Background: an optimization exercise with open tools, aiming at small area, a short achievable clock period and few clock cycles per item. Do not read the settings as production practice. No functional check of the RTL was part of this run. Power is estimated from default activity; no workload was simulated.

==> design/flow/design.v <==
module alu_adder (
    input             clk,
    input             rst,
    input             req_valid,
    output            req_ready,
    input      [7:0]  ctrl,
    input      [31:0] src,
    input      [31:0] dest,
    input             flag_we,
    input      [5:0]  flag_wdata,
    output reg        resp_valid,
    output     [31:0] result,
    output     [5:0]  flags,
    output reg        faulted,
    output reg [2:0]  fault_cause
);
    localparam OP_ADD = 5'd0,  OP_ADC = 5'd1,  OP_SUB = 5'd2,  OP_SBB = 5'd3;
    localparam OP_MUL = 5'd4,  OP_IMUL = 5'd5, OP_DIV = 5'd6,  OP_IDIV = 5'd7;
    localparam OP_MOD = 5'd8,  OP_IMOD = 5'd9, OP_AND = 5'd10, OP_OR = 5'd11;
    localparam OP_XOR = 5'd12, OP_SHL = 5'd13, OP_SHR = 5'd14, OP_SAR = 5'd15;
    localparam OP_SAL = 5'd16;
    localparam CAUSE_DIV_ZERO = 3'd2, CAUSE_DIV_OVF = 3'd3;
    localparam CAUSE_ILL_OP = 3'd4, CAUSE_ILL_W = 3'd5;
    localparam I_IDLE = 0;    
    localparam I_MUL  = 1;    
    localparam I_MFIN = 2;    
    localparam I_DNEG = 3;    
    localparam I_DCLZ = 4;    
    localparam I_DALN = 5;    
    localparam I_DIT  = 6;    
    localparam I_DFIN = 7;    
    localparam [7:0] S_IDLE = 8'd1 << I_IDLE, S_MUL = 8'd1 << I_MUL, S_MFIN = 8'd1 << I_MFIN,
                     S_DNEG = 8'd1 << I_DNEG, S_DCLZ = 8'd1 << I_DCLZ, S_DALN = 8'd1 << I_DALN,
                     S_DIT = 8'd1 << I_DIT, S_DFIN = 8'd1 << I_DFIN;
    function [31:0] rev32(input [31:0] x);
        integer k;
        for (k = 0; k < 32; k = k + 1) rev32[k] = x[31 - k];
    endfunction
    function [5:0] clz32(input [31:0] x);
        integer k;
        begin
            clz32 = 6'd32;
            for (k = 0; k < 32; k = k + 1)
                if (x[k]) clz32 = 6'd31 - k[5:0];
        end
    endfunction
    function msb_w(input [31:0] x, input is8, input is16);
        msb_w = is8 ? x[7] : is16 ? x[15] : x[31];
    endfunction
    reg cf, pf, af, zf, sf, of;
    assign flags = {of, sf, zf, af, pf, cf};
    reg        ready_r;
    reg        v;
    reg [31:0] sr, dr;
    reg [35:0] acc;
    reg [7:0]  st;
    reg [4:0]  cnt;
    reg        yprev;
    reg        neg_sel;       
    reg        aln_lt;        
    reg        w8, w16;
    reg        c_ill_op, c_ill_w;
    reg        c_add, c_sub, c_cin;    
    reg        c_and, c_or, c_xor;
    reg        c_shl, c_shr, c_sar;
    reg        c_mul, c_imul, c_div, c_sdiv, c_rem;
    reg        k_xdr, k_xinv, k_ysr, k_yinv, k_c1, k_calu;
    assign req_ready = ready_r;
    assign result = acc[31:0];
    wire s_idle = st[I_IDLE], s_mul = st[I_MUL], s_mfin = st[I_MFIN], s_dneg = st[I_DNEG];
    wire s_dclz = st[I_DCLZ], s_daln = st[I_DALN], s_dit = st[I_DIT], s_dfin = st[I_DFIN];
    wire [4:0] in_op = ctrl[4:0];
    wire [1:0] in_wc = ctrl[6:5];
    wire in_w8  = (in_wc == 2'b00);
    wire in_w16 = (in_wc == 2'b01);
    wire in_ill_op = ctrl[7] || (in_op > OP_SAL);
    wire in_ill_w  = (in_wc == 2'b11);
    wire in_add  = (in_op == OP_ADD) || (in_op == OP_ADC);
    wire in_sub  = (in_op == OP_SUB) || (in_op == OP_SBB);
    wire in_sdiv = (in_op == OP_IDIV) || (in_op == OP_IMOD);
    wire in_dsx  = (in_op == OP_IMUL) || in_sdiv || (in_op == OP_SAR);
    wire in_muldiv = !in_ill_op && !in_ill_w && (in_op >= OP_MUL) && (in_op <= OP_IMOD);
    wire in_s_neg = in_sdiv && msb_w(src, in_w8, in_w16);
    wire in_d_neg = in_sdiv && msb_w(dest, in_w8, in_w16);
    wire [31:0] in_s = in_w8 ? {{24{in_sdiv & src[7]}}, src[7:0]} :
                       in_w16 ? {{16{in_sdiv & src[15]}}, src[15:0]} : src;
    wire [31:0] in_d = in_w8 ? {{24{in_dsx & dest[7]}}, dest[7:0]} :
                       in_w16 ? {{16{in_dsx & dest[15]}}, dest[15:0]} : dest;
    wire [31:0] mask = w8 ? 32'h0000_00FF : w16 ? 32'h0000_FFFF : 32'hFFFF_FFFF;
    wire d_msb = msb_w(dr, w8, w16);
    wire c_shift = c_shl | c_shr | c_sar;
    wire c_arith = c_add | c_sub;
    wire        a_cin = k_c1 | (k_calu & (c_sub ^ (c_cin & cf)));
    wire [31:0] ax = (dr & {32{k_xdr}}) ^ {32{k_xinv}};
    wire [31:0] ay = (sr & {32{k_ysr}}) ^ {32{k_yinv}};
    wire [33:0] asum_x = {1'b0, ax, a_cin} + {k_yinv, ay, 1'b1};
    wire [32:0] asum = asum_x[33:1];
    wire [31:0] r_add = asum[31:0] & mask;
    wire        a_cf = w8 ? asum[8] : w16 ? asum[16] : asum[32];
    wire        a_of = (msb_w(ay, w8, w16) == d_msb) && (msb_w(asum[31:0], w8, w16) != d_msb);
    wire [31:0] az_p = ax ^ ay;
    wire [31:0] az_k = {ax[30:0] | ay[30:0], a_cin};
    wire        a_zf = &((~(az_p ^ az_k)) | ~mask);
    wire        sh_aln = s_daln;
    wire [31:0] shx = (c_shl | sh_aln) ? rev32(sh_aln ? sr : dr) : dr;
    wire [4:0]  shc = sh_aln ? cnt : sr[4:0];
    wire        shfill = c_sar & dr[31] & !sh_aln;
    wire [33:0] shw = $signed({shfill, shx, 1'b0}) >>> shc;
    wire [32:0] shz = shw[32:0];
    wire [31:0] sh_lv = rev32(shz[32:1]);
    wire [31:0] r_sh = (c_shl ? sh_lv : shz[32:1]) & mask;
    wire        sh_cf = c_shl ? (w8 ? shz[24] : w16 ? shz[16] : shz[0]) : shz[0];
    wire        sh_of = c_shl ? (msb_w(r_sh, w8, w16) ^ sh_cf) : c_sar ? 1'b0 : d_msb;
    wire [31:0] r_log = ({32{c_and}} & (sr & dr)) | ({32{c_or}} & (sr | dr)) | ({32{c_xor}} & (sr ^ dr));
    wire [31:0] r_nonarith = c_shift ? r_sh : r_log;
    wire [31:0] r_alu = c_arith ? r_add : r_nonarith;
    wire        r_cf = c_arith ? a_cf : c_shift ? sh_cf : 1'b0;
    wire        r_of = c_arith ? a_of : c_shift ? sh_of : 1'b0;
    wire alu_wflags = !(c_shift && sr[4:0] == 5'd0);
    wire r_zf = c_arith ? a_zf : (r_nonarith == 32'd0);
    wire r_sf = msb_w(r_alu, w8, w16);
    wire r_pf = ~^r_alu[7:0];
    wire [35:0] mD = {{4{dr[31] & c_imul}}, dr};
    wire [2:0]  bd0 = {sr[1], sr[0], yprev & !s_idle};
    wire [2:0]  bd1 = {sr[3], sr[2], sr[1]};
    function [36:0] booth_sel(input [2:0] y, input [35:0] D);
        reg one, two;
        begin
            one = y[1] ^ y[0];
            two = (y[2] & ~y[1] & ~y[0]) | (~y[2] & y[1] & y[0]);
            booth_sel = ({37{one}} & {D[35], D}) | ({37{two}} & {D, 1'b0});
            booth_sel = booth_sel ^ {37{y[2]}};
        end
    endfunction
    wire [36:0] pp0 = booth_sel(bd0, mD);
    wire [36:0] pp1 = booth_sel(bd1, mD);
    wire [35:0] macc_in = acc & {36{!s_idle}};
    wire [39:0] m_a = {{4{macc_in[35]}}, macc_in};
    wire [39:0] m_b = {{3{pp0[36]}}, pp0};
    wire [39:0] m_c = {pp1[36], pp1, bd1[2], bd1[2]};
    wire [39:0] m_s1 = m_a ^ m_b ^ m_c;
    wire [39:0] m_c1 = {(m_a[38:0] & m_b[38:0]) | (m_a[38:0] & m_c[38:0]) | (m_b[38:0] & m_c[38:0]), bd1[2]};
    wire [40:0] msum_x = {m_s1, bd0[2]} + {m_c1, 1'b1};
    wire [39:0] msum = msum_x[40:1];
    wire [31:0] mul_lo = w8 ? {24'd0, sr[31:24]} : w16 ? {16'd0, sr[31:16]} : sr;
    wire [35:0] mz_y = yprev ? mD : 36'd0;
    wire [35:0] mz_p = acc ^ mz_y;
    wire [35:0] mz_k = acc | mz_y;
    wire        mz_zero = (mz_p == {mz_k[34:0], 1'b0});
    wire        mul_ovf = c_imul ? (acc != {36{sr[31]}}) : !mz_zero;
    wire div_sa = c_sdiv && dr[31];
    wire div_sb = c_sdiv && sr[31];
    wire div_by_zero = (sr == 32'd0);
    wire div_overflow = c_sdiv && (sr == 32'hFFFF_FFFF) && (dr == ~(mask >> 1));
    wire [5:0] clz_s = clz32(sr);
    wire [5:0] clz_d = clz32(dr);
    wire [6:0] aln_n = {1'b0, clz_s} - {1'b0, clz_d};
    wire       dq = !asum[32];                  
    wire [31:0] q_next = {acc[30:0], dq};
    wire [31:0] rem_next = dq ? asum[31:0] : dr;
    wire act = v && !faulted;
    wire idle_fault = act && s_idle && (c_ill_op || c_ill_w || (c_div && (div_by_zero || div_overflow)));
    wire [2:0] idle_cause = c_ill_op ? CAUSE_ILL_OP : c_ill_w ? CAUSE_ILL_W :
                            div_by_zero ? CAUSE_DIV_ZERO : CAUSE_DIV_OVF;
    wire idle_alu = act && s_idle && !c_ill_op && !c_ill_w && !c_mul && !c_div;
    wire dit_last = s_dit && (cnt == 5'd0);
    wire n_resp = idle_alu || (act && (s_mfin || s_dfin || (dit_last && !neg_sel)));
    wire done_now = n_resp || idle_fault;
    reg [7:0] n_st;
    always @(*) begin
        n_st = st;
        if (!act) n_st = S_IDLE;
        else if (s_idle) begin
            if (idle_fault || idle_alu) n_st = S_IDLE;
            else if (c_mul) n_st = S_MUL;
            else if (div_sb && div_sa) n_st = S_DNEG;
            else if (div_sb || div_sa) n_st = S_DCLZ;
            else n_st = S_DALN;
        end
        else if (s_mul) n_st = (cnt == 5'd0) ? S_MFIN : S_MUL;
        else if (s_mfin || s_dfin) n_st = S_IDLE;
        else if (s_dneg) n_st = S_DCLZ;
        else if (s_dclz) n_st = S_DALN;
        else if (s_daln) n_st = aln_lt ? S_DFIN : S_DIT;
        else if (s_dit) n_st = (cnt != 5'd0) ? S_DIT : neg_sel ? S_DFIN : S_IDLE;
    end
    reg [4:0] n_cnt;
    always @(*) begin
        if (s_idle) begin
            n_cnt = c_div ? aln_n[4:0] : w8 ? 5'd0 : w16 ? 5'd2 : 5'd6;
        end else if (s_dclz) begin
            n_cnt = aln_n[4:0];
        end else if (s_daln) begin
            n_cnt = cnt;
        end else begin
            n_cnt = cnt - 5'd1;
        end
    end
    wire n_negsel = s_idle ? (c_rem ? div_sa : (div_sa ^ div_sb)) : neg_sel;
    wire cap = ready_r;
    wire cap_v = cap && req_valid;
    wire nv = cap ? req_valid : (v && !done_now);
    wire n_rdy = cap ? (!req_valid || !in_muldiv) :
                 !nv ? 1'b1 :
                 (n_st[I_MFIN] || n_st[I_DFIN] || (n_st[I_DIT] && n_cnt == 5'd0 && !n_negsel));
    reg nk_xdr, nk_xinv, nk_ysr, nk_yinv, nk_c1, nk_calu;
    always @(*) begin
        nk_xdr = 1'b1; nk_xinv = 1'b0; nk_ysr = 1'b1; nk_yinv = in_sub; nk_c1 = 1'b0; nk_calu = 1'b1;
        if (cap_v) begin
            if (in_s_neg) begin
                nk_xdr = 1'b0; nk_yinv = 1'b1; nk_c1 = 1'b1; nk_calu = 1'b0;
            end else if (in_d_neg) begin
                nk_xinv = 1'b1; nk_ysr = 1'b0; nk_yinv = 1'b0; nk_c1 = 1'b1; nk_calu = 1'b0;
            end
        end else if (n_st[I_DNEG]) begin
            nk_xinv = 1'b1; nk_ysr = 1'b0; nk_yinv = 1'b0; nk_c1 = 1'b1; nk_calu = 1'b0;
        end else if (n_st[I_DFIN]) begin
            nk_xinv = n_negsel; nk_ysr = 1'b0; nk_yinv = 1'b0; nk_c1 = n_negsel; nk_calu = 1'b0;
        end else begin
            nk_yinv = 1'b1; nk_c1 = 1'b1; nk_calu = 1'b0;
        end
    end
    always @(posedge clk) begin
        if (rst) begin
            ready_r     <= 1'b1;
            v           <= 1'b0;
            st          <= S_IDLE;
            resp_valid  <= 1'b0;
            faulted     <= 1'b0;
            fault_cause <= 3'd0;
            {of, sf, zf, af, pf, cf} <= 6'd0;
        end else begin
            resp_valid <= n_resp;
            if (idle_fault) begin
                faulted <= 1'b1;
                fault_cause <= idle_cause;
            end
            ready_r <= n_rdy && !idle_fault && !faulted;
            v  <= nv;
            st <= n_st;
            if (flag_we) begin
                {of, sf, zf, af, pf, cf} <= flag_wdata;
            end else if (idle_alu && alu_wflags) begin
                cf <= r_cf; of <= r_of; zf <= r_zf; sf <= r_sf; pf <= r_pf;
            end else if (act && s_mfin) begin
                cf <= mul_ovf; of <= mul_ovf;
            end
        end
        cnt <= n_cnt;
        neg_sel <= n_negsel;
        aln_lt <= aln_n[6];
        {k_xdr, k_xinv, k_ysr, k_yinv, k_c1, k_calu} <= {nk_xdr, nk_xinv, nk_ysr, nk_yinv, nk_c1, nk_calu};
        if (s_idle) begin
            if (c_mul) acc <= msum[39:4];
            else if (c_div) acc <= 36'd0;
            else acc <= {4'd0, r_alu};
        end else if (s_mul) begin
            acc <= msum[39:4];
        end else if (s_mfin) begin
            acc <= {4'd0, mul_lo};
        end else if (s_dit) begin
            if (cnt == 5'd0 && !neg_sel)
                acc <= {4'd0, (c_rem ? rem_next : q_next) & mask};
            else
                acc <= {4'd0, q_next};
        end else if (s_dfin) begin
            acc <= {4'd0, r_add};
        end
        yprev <= sr[3];
        if (cap) begin
            w8 <= in_w8; w16 <= in_w16;
            c_ill_op <= in_ill_op;
            c_ill_w  <= in_ill_w;
            c_add <= in_add;
            c_sub <= in_sub;
            c_cin <= (in_op == OP_ADC) || (in_op == OP_SBB);
            c_and <= (in_op == OP_AND);
            c_or  <= (in_op == OP_OR);
            c_xor <= (in_op == OP_XOR);
            c_shl <= (in_op == OP_SHL) || (in_op == OP_SAL);
            c_shr <= (in_op == OP_SHR);
            c_sar <= (in_op == OP_SAR);
            c_mul <= (in_op == OP_MUL) || (in_op == OP_IMUL);
            c_imul <= (in_op == OP_IMUL);
            c_div <= (in_op >= OP_DIV) && (in_op <= OP_IMOD);
            c_sdiv <= in_sdiv;
            c_rem <= (in_op == OP_MOD) || (in_op == OP_IMOD);
            sr <= in_s;
            dr <= in_d;
        end else begin
            if (s_idle) begin
                if (c_mul) sr <= {msum[3:0], sr[31:4]};
                else if (div_sb) sr <= asum[31:0];
                else if (div_sa) dr <= asum[31:0];
            end
            if (s_mul) sr <= {msum[3:0], sr[31:4]};
            if (s_dneg) dr <= asum[31:0];
            if (s_daln) begin
                if (aln_lt) dr <= c_rem ? dr : 32'd0;
                else sr <= sh_lv;
            end
            if (s_dit) begin
                sr <= {1'b0, sr[31:1]};
                if (cnt == 5'd0) dr <= c_rem ? rem_next : q_next;
                else dr <= rem_next;
            end
        end
    end
endmodule
==> design/flow/run.sh <==
#!/bin/bash
# synth_recipe.tcl (not shown) runs the flow's synth.tcl, then flattens the netlist and writes it again
# the make line also repeats each setting of config.mk as NAME=value (left out here)
make -C /OpenROAD-flow-scripts/flow DESIGN_CONFIG=/design/flow/config.mk WORK_HOME=/design/flow/orfs CLKGATE_MAP_FILE= SYNTH_SCRIPT=/design/flow/synth_recipe.tcl finish
==> design/flow/config.mk <==
export PLATFORM = sky130hd
export DESIGN_NAME = alu_adder
export DESIGN_NICKNAME = alu_adder
export VERILOG_FILES = /design/flow/design.v
export SDC_FILE = /design/flow/constraint.sdc
export NUM_CORES = 4
export LEC_CHECK = 0
export ABC_AREA = 1
export CAP_MARGIN = 20
export CORE_MARGIN = 2
export CORE_UTILIZATION = 40
export SLEW_MARGIN = 20
==> design/flow/constraint.sdc <==
create_clock -name core_clock -period 13.0 [get_ports {clk}]
set_input_delay 2.6000 -clock core_clock [delete_from_list [all_inputs] [get_ports {clk}]]
set_output_delay 2.6000 -clock core_clock [all_outputs]
set_load 0.01 [all_outputs]
==> metrics.yaml <==
run_status:
  outcome: "complete, no violations"
sta:
  setup-violations-final: 0
  grt_setup_unrepaired: "no"
  finalClockSkew_ns: 0.0456
  final.setup.worst_slack_ns: 7.07
  maxSlewHeadroom_pct: 9.15
  count_of_endpoints_failing_hold_in_the_final_timing_report: 0
  report.final.slew_viol_count: 0
  final_cycle_share_pct: 45.6
  clock.fmax_ghz: 0.169
  fin_crit_ns: 5.93
  measured_slew_at_the_worst_slew_check_pin_ns: 1.36
  fin_tns_setup_ns: 0
worst_setup_path:
  critical_path.endpoint_type: "flip-flop"
  required_ns: 13.29
  crit_cells: 26
  worst-path-max-fanout: 39
  critical_path.startpoint_type: "flip-flop"
  critical-path-top-cell-by-count: "nand2_1"
  cp_slowest_stage_delay_ns: 0.58
  critical_path.slowest_cell: "buf_4"
  worst_path_bufs_invs: 5
  cell_family_with_most_cp_delay: "compound AO/OA/AOI/OAI gates"
  worstRegToRegCells: 26
  worst_ep_arrival_time_ns: 6.22
  cp-startpoint: "sr[1]$_DFF_P_"
  setup.worst_path.class: "flip-flop to flip-flop"
  endpoint: "acc[26]$_DFFE_PP_"
  reg2reg_from: "sr[1]$_DFF_P_"
  r2r_slack_ns: 7.07
  r2r_end: "acc[26]$_DFFE_PP_"
placement:
  place_worst_setup_slack_ns: 7.25
  post-place-cells: 5314
  detailed_place_hpwl_mm: 134
  io_buffers: 125
  globalplace.congestion: 1.11
detailed_routing:
  route.antenna.remaining_nets: 0
  totalWireLength_mm: 179
  first_iter_violations: 6543
  firstDrtPassIters: 9
  drt-vias-per-instance: 6.60
  vias_after_detailed_routing: 35400
  route.detailed.wl_per_inst_um: 33.4
  detail_route.drc_violations: 0
pwr:
  irDropWorstVdd_uv: 124
  clock_group_share_of_total_power_pct: 7.5
  total_switching_power_w: 0.00463
  power.combinational.fraction_pct: 80.3
  intPower_w: 0.00247
  power.sequential.fraction_pct: 12.2
  post-layout-total-power_w: 0.00710
  sw_frac_of_total_pct: 65.2
  leakage_power_figure_nw: 13.9
  power.density_nw_per_um2: 238
cts:
  clk_root_buf: "clkbuf_16"
  cts.reportedPaths.clkPinSlew_ns: 0.08
  cts-buffers-inserted: 17
  tritoncts: "built"
  clock_insertion_delay_worst_skew_ns: 0.55
  setup_repair_bufs_after_cts: 0
  ctsHoldBuffers: 0
  cts_repair_resize_count: 0
  cts.path.max_buffers: 2
  cts_max_level: 4
  cts.sinks: 153
global_routing:
  grt_util_all_layers_pct: 49.2
  vias_in_the_first_global_route: 31100
  grt_max_degree: 62
  grt_antenna_before_repair: 29
  global_route_wire_length_before_repair_mm: 244
  globalRoute.totalOverflow: 0
synthesis:
  synthCells: 4511
  synth-main-ff-cell: "edfxtp_1"
  synth.largest_area_cell: "nand2_1"
  post_synth_mux_area_share_pct: 0.146
  synth_compound_area_share_pct: 22.8
  synth_enable_flop_cells: 86
  synth_cell_types: 72
  synthTopCellsByCount: "nand2_1, inv_1, nand3_1"
  synth-xor-area-share_pct: 7.07
  syn_nets: 4840
  post_synth_instance_area_um2: 27400
  synth_adder_area_share_pct: 12.3
  synth-seq-cells: 153
  post_synth_main_area_contributors: "nand2_1, ha_1, edfxtp_1"
  synth_warnings: 1
  synthMostInstantiatedCell: "nand2_1"
  main_combinational_cell_family_by_area_after_synthesis: "simple AND/OR/NAND/NOR gates"
  async_reset_ff_share_pct: 0
  yosysSeqAreaShare_pct: 14.3
  synth_area_per_cell_um2: 6.07
  synth-simple-area-share_pct: 31.4
  synth_largest_type_area_fraction_pct: 16.9
layout:
  layout.nets: 4790
  synthToLayoutAreaGrowth_pct: 8.95
  nFillCells: 7441
  final_layout_size_suffix_gt1_share_pct: 6.19
  finish.cell_count_without_fillers: 5363
  utilization_pct: 44.2
job:
  max-cap-violations: 0
die:
  core_region_area_um2: 67500
  initial_utilization_pct: 40.5
  floorplan.die_area_um2: 70500
  die-width_um: 266
  top_level_ports: 126
  dieHeight_um: 266
  placementRows: 95
hold_path:
  timing.hold.worst.class: "flip-flop to flip-flop"
cell usage in the layout (no fill, tap or decap), types with 19 or more instances in the layout:
cell type / n
a21oi_1: 322
a31oi_1: 43
a41oi_1: 22
buf_4: 128
clkdlybuf4s50_1: 124
clkinv_1: 19
dfxtp_1: 58
edfxtp_1: 86
fa_1: 38
ha_1: 209
inv_1: 420
inv_2: 28
nand2_1: 1231
nand3_1: 362
nand4_1: 34
nor2_1: 301
nor3_1: 28
nor4_1: 39
o211ai_1: 126
o21ai_0: 246
o21ai_1: 44
o221ai_1: 38
o22ai_1: 94
or2_2: 32
xnor2_1: 43
xor2_1: 176
metrics by stage:
step                hold slack [ns]  area (µm²)
floorplan                     0.436       27400
global placement              0.459       29200
detailed placement            0.468       29200
CTS                           0.479       29800
global route                  0.507       29800
finish                        0.477       29800
logic make-up (layout without fill, tap and decap cells):
| family | Yosys count | in the layout |
|---|---|---|
| other | 0 | 16 |
| flip-flops | 153 | 153 |
| XOR/XNOR | 221 | 221 |
| AO/OA/AOI/OAI | 1036 | 1036 |
| adder cells (fa/ha/maj) | 247 | 247 |
| buffers and inverters | 790 | 753 |
| multiplexers | 4 | 4 |
| AND/OR/NAND/NOR | 2060 | 2060 |
final cells by class:
class	instances	area (µm²)	share of cell area [%]
clock inverter	13	95.1	0.319
sequential	153	3940	13.2
antenna	16	40.0	0.134
timing repair buffer	254	2220	7.45
inverter	467	1760	5.89
multi-input combinational	3568	20200	67.9
clock buffer	19	433	1.45
tap	873	1090	3.66
worst min path at each step:
stage / from / cells after the start / endpoint / slack (ns)
after floorplan: sr[3]$_DFF_P_ / 0 / yprev$_DFF_P_ / 0.44
after global placement: fault_cause[2]$_SDFFE_PP0P_ / 2 / fault_cause[2]$_SDFFE_PP0P_ / 0.46
after detailed placement: fault_cause[2]$_SDFFE_PP0P_ / 2 / fault_cause[2]$_SDFFE_PP0P_ / 0.47
after CTS: fault_cause[2]$_SDFFE_PP0P_ / 2 / fault_cause[2]$_SDFFE_PP0P_ / 0.48
after global routing: fault_cause[2]$_SDFFE_PP0P_ / 2 / fault_cause[2]$_SDFFE_PP0P_ / 0.51
final: fault_cause[2]$_SDFFE_PP0P_ / 2 / fault_cause[2]$_SDFFE_PP0P_ / 0.48
layer usage:
metal  GRT usage (%)  share of wire [%]
met2            65.7                 38
met4            34.7                8.7
met1            62.5                 38
met5           0.901               0.15
met3            21.6                 16
tightest hold or removal path: stages, from the launching register on:
cell and delay [ns]:
dfxtp_1 0.32, nand2_1 0.06, a21oi_1 0.05
power by group through the flow:
stage	registers, W	logic, W	clock network [W]
5_1_grt	0.000853	0.00591	0.000538
3_3_place_gp	0.000852	0.00535	0
2_1_floorplan	0.000732	0.00329	0
6_report	0.000868	0.00570	0.000533
4_1_cts	0.000839	0.00535	0.000524
3_5_place_dp	0.000844	0.00532	0
sequential cells by signal, summed over array words and instances (netlist names), 3 cells and up:
register and count:
acc 36, dr 32, sr 32, st 8, cnt 5, fault_cause 3

==> static timing again, ports no longer ideal <==
How much do the figures lean on ideal ports? The routed layout below was timed once more, with nothing changed but the port constraints. Step 1, drivers: a clkbuf_16 drives clk and a buf_2 each remaining input, both assumed. Step 2 times the ports against the registers' clock, not the clock port: input delays grow and output delays shrink by t, the midpoint of the rising clock arrivals with the driver on. Slacks: no drivers / after step 1 / after step 2; pairs: no drivers / after step 1.
shift t [ns]: 0.591
slack for setup (ns): 7.066 / 7.066 / 7.066
clock arrival spread, ns: 0.046 / 0.045
worst slew at a driven data input, ns: 0.09
After both steps this run still meets setup and hold. The setup slack of this run moves by 0.000 ns with the drivers and by 0.000 ns with both steps.
